Context: an optimization exercise on an open-source flow, tuned for small area. The choices shown serve that exercise and are no tape-out recipe.
Only simulation tests tie the RTL to the original design; equivalence was not proved.
Power figures rest on the tool's default switching activity, not on a simulated workload.

== indigo ==
==> flow/design.v (excerpt) <==
module tbacc (
    input  wire         clk,
    input  wire         rst,
    input  wire         cmd_valid,
    output wire         cmd_ready,
    input  wire [7:0]   cmd_op,
    input  wire [63:0]  cmd_a,
    input  wire [63:0]  cmd_b,
    output wire         rsp_valid,
    output wire [7:0]   rsp_status,
    output wire [63:0]  rsp_data,
    output wire         mem_req,
    output wire         mem_wide,
    output wire [31:0]  mem_addr,
    input  wire         mem_ack,
    input  wire [63:0]  mem_rdata,
    input  wire         mem_err,
    output wire [63:0]  value_o,
    output wire [15:0]  status_o
);
==> flow/config.mk <==
export PLATFORM = sky130hd
export DESIGN_NAME = tbacc
export DESIGN_NICKNAME = tbacc
export VERILOG_FILES = /design/flow/design.v
export SDC_FILE = /design/flow/constraint.sdc
export NUM_CORES = 4
export LEC_CHECK = 0
export ABC_AREA = 1
export CAP_MARGIN = 20
export CORE_MARGIN = 2
export CORE_UTILIZATION = 40
export PLACE_DENSITY = 0.6
export SLEW_MARGIN = 20
==> flow/constraint.sdc <==
create_clock -name core_clock -period 12.5 [get_ports {clk}]
set_input_delay 2.5000 -clock core_clock [delete_from_list [all_inputs] [get_ports {clk}]]
set_output_delay 2.5000 -clock core_clock [all_outputs]
set_load 0.01 [all_outputs]
standard.sh (not shown) runs the stock make flow with config.mk's settings and CLKGATE_MAP_FILE= SYNTH_SCRIPT=/design/flow/synth_recipe.tcl, a recipe that flattens the netlist after the stock synthesis.
==> flow/flow/run.sh <==
#!/bin/bash
# Standard ORFS layout, with three changes that only affect area:
#  - the combinational logic of the standard synthesis is re-mapped for area
#    (flow/remap.tcl; flip-flops, their cells and names are kept),
#  - ports get the smallest buffer (buf_1),
#  - the clock tree uses clkbuf_4 without dummy loads.
set -euo pipefail
export BUFFER_PORTS_ARGS="-buffer_cell sky130_fd_sc_hd__buf_1"
export CTS_ARGS="-sink_clustering_enable -repair_clock_nets -dont_use_dummy_load -buf_list sky130_fd_sc_hd__clkbuf_4 -sink_clustering_size 10 -sink_clustering_max_diameter 60"
RES="$PWD/orfs/results/$FLOW_PLATFORM/tbacc/base"
bash standard.sh synth > synth.log 2>&1
cp "$RES/1_2_yosys.v" 1_2_yosys.standard.v
REMAP_LIB="$FLOW_HOME/platforms/$FLOW_PLATFORM/lib/sky130_fd_sc_hd__tt_025C_1v80.lib" \
REMAP_ABC="$PWD/flow/area.abc" REMAP_NET="$RES/1_2_yosys.v" yosys -c flow/remap.tcl > remap.log 2>&1
rm -f "$RES/1_synth.odb"
bash standard.sh > standard.log 2>&1
==> flow/flow/area.abc <==
strash
&get -n
&deepsyn -T 120
&put
dch -f
map -a
topo
==> flow/flow/remap.tcl <==
# Re-map the combinational logic of the standard synthesis for area.
# The flip-flops (their cells and instance names) are kept as they are.
set lib $::env(REMAP_LIB)
set net $::env(REMAP_NET)
yosys read_verilog $net
yosys read_liberty -ignore_miss_func $lib
yosys hierarchy -top tbacc
set ffs [list]
foreach c [split [string trim [exec grep -o {sky130_fd_sc_hd__[a-z0-9_]*} $net | sort -u]] "\n"] {
  if {[regexp {__(df|edf|sdf|dl)} $c]} { lappend ffs $c }
}
yosys setattr -mod -set blackbox 1 {*}$ffs
yosys flatten
yosys rename -hide w:*.*
yosys opt_clean
yosys opt -full
yosys abc -script $::env(REMAP_ABC) -liberty $lib -dont_use *lpflow* -dont_use *probe*
yosys opt_clean -purge
yosys hilomap -singleton -hicell sky130_fd_sc_hd__conb_1 HI -locell sky130_fd_sc_hd__conb_1 LO
yosys insbuf -buf sky130_fd_sc_hd__buf_1 A X
yosys splitnets
yosys opt_clean -purge
yosys read_liberty -lib $lib
yosys tee -o remap_stat.txt stat -liberty $lib
yosys check -assert -mapped
yosys write_verilog -noattr -nohex -nodec $net
Modified inputs, tundra compared to indigo
diff --git a/flow/flow/run.sh b/flow/flow/run.sh
--- a/flow/flow/run.sh
+++ b/flow/flow/run.sh
@@ -8,3 +8,3 @@
 export BUFFER_PORTS_ARGS="-buffer_cell sky130_fd_sc_hd__buf_1"
-export CTS_ARGS="-sink_clustering_enable -repair_clock_nets -dont_use_dummy_load -buf_list sky130_fd_sc_hd__clkbuf_4 -sink_clustering_size 10 -sink_clustering_max_diameter 60"
+export CTS_ARGS="-sink_clustering_enable -repair_clock_nets -dont_use_dummy_load -buf_list sky130_fd_sc_hd__clkbuf_4 -sink_clustering_size 8 -sink_clustering_max_diameter 60"
 RES="$PWD/orfs/results/$FLOW_PLATFORM/tbacc/base"
==> flow/flow/area.abc <==
strash
&get -n
&deepsyn -T 90
&put
dch
amap -A 10 -F 2
topo
==> comparison <==
- Delta (tundra minus indigo): minimum clock period after layout shows an increase of 880 ps; total routed wirelength shows a reduction of about 4%; cell area shows a reduction of 170 um2; worst hold slack shows an increase of 21 ps.
- Switching power as a share of total power: tundra vs indigo, no meaningful difference
- Between indigo and tundra, the synthesized cell count is lower for tundra.
- Diff indigo -> tundra | wire length per cell | down slightly
- Area of the placeable core of tundra falls short of that of indigo slightly.
> inputs changed (tundra -> harbor)
diff --git a/flow/flow/run.sh b/flow/flow/run.sh
--- a/flow/flow/run.sh
+++ b/flow/flow/run.sh
@@ -8,3 +8,3 @@
 export BUFFER_PORTS_ARGS="-buffer_cell sky130_fd_sc_hd__buf_1"
-export CTS_ARGS="-sink_clustering_enable -repair_clock_nets -dont_use_dummy_load -buf_list sky130_fd_sc_hd__clkbuf_4 -sink_clustering_size 8 -sink_clustering_max_diameter 60"
+export CTS_ARGS="-sink_clustering_enable -repair_clock_nets -dont_use_dummy_load -buf_list sky130_fd_sc_hd__clkbuf_4 -sink_clustering_size 10 -sink_clustering_max_diameter 60"
 RES="$PWD/orfs/results/$FLOW_PLATFORM/tbacc/base"
@@ -13,3 +13,3 @@
 REMAP_LIB="$FLOW_HOME/platforms/$FLOW_PLATFORM/lib/sky130_fd_sc_hd__tt_025C_1v80.lib" \
-REMAP_ABC="$PWD/flow/area.abc" REMAP_NET="$RES/1_2_yosys.v" yosys -c flow/remap.tcl > remap.log 2>&1
+REMAP_NET="$RES/1_2_yosys.v" yosys -c flow/remap.tcl > remap.log 2>&1
 rm -f "$RES/1_synth.odb"
diff --git a/flow/flow/remap.tcl b/flow/flow/remap.tcl
--- a/flow/flow/remap.tcl
+++ b/flow/flow/remap.tcl
@@ -16,3 +16,3 @@
 yosys opt -full
-yosys abc -script $::env(REMAP_ABC) -liberty $lib -dont_use *lpflow* -dont_use *probe*
+yosys abc -liberty $lib -dont_use *lpflow* -dont_use *probe*
 yosys opt_clean -purge
removed: flow/flow/area.abc
[summary]
- Going from tundra to harbor, clock buffer and inverter area fraction after layout lower; depth of the worst hold-timing path roughly the same.
- Side by side, met1 track demand over resource in global routing turned out lower in harbor than in tundra.
- harbor against tundra: half-perimeter wire length of the detailed placement result now smaller; netlist area before placement now larger; final worst hold slack now smaller; final area now larger.
- In the flow results for harbor and tundra, the number of clock buffers in the layout is smaller on harbor.
- In harbor, final period demand of the worst path is lower than in tundra.

[re-timing with driven ports]
No port has a modelled driver above. Below, the same layouts with a new extraction and two added sets of constraints. Step 1 sets driving cells, clkbuf_16 on the clock port and buf_2 on the other inputs (assumed; they add their load-dependent delay and slew). Step 2 also shifts input and output timing later by t, the mid clock arrival at the registers, as if the neighbouring blocks saw the same clock. Slacks: ideal / step 1 / step 2; pairs: ideal / step 1.
run	t, ns	setup slack, ns	worst slew at a driven data input, ns	cell pins on the clock port's net
indigo	0.801	6.670 / 6.629 / 6.797	0.14	1
tundra	0.750	5.789 / 5.736 / 6.486	0.12	1
harbor	0.813	6.784 / 6.739 / 7.152	0.09	1
After both steps every run listed still meets setup and hold.
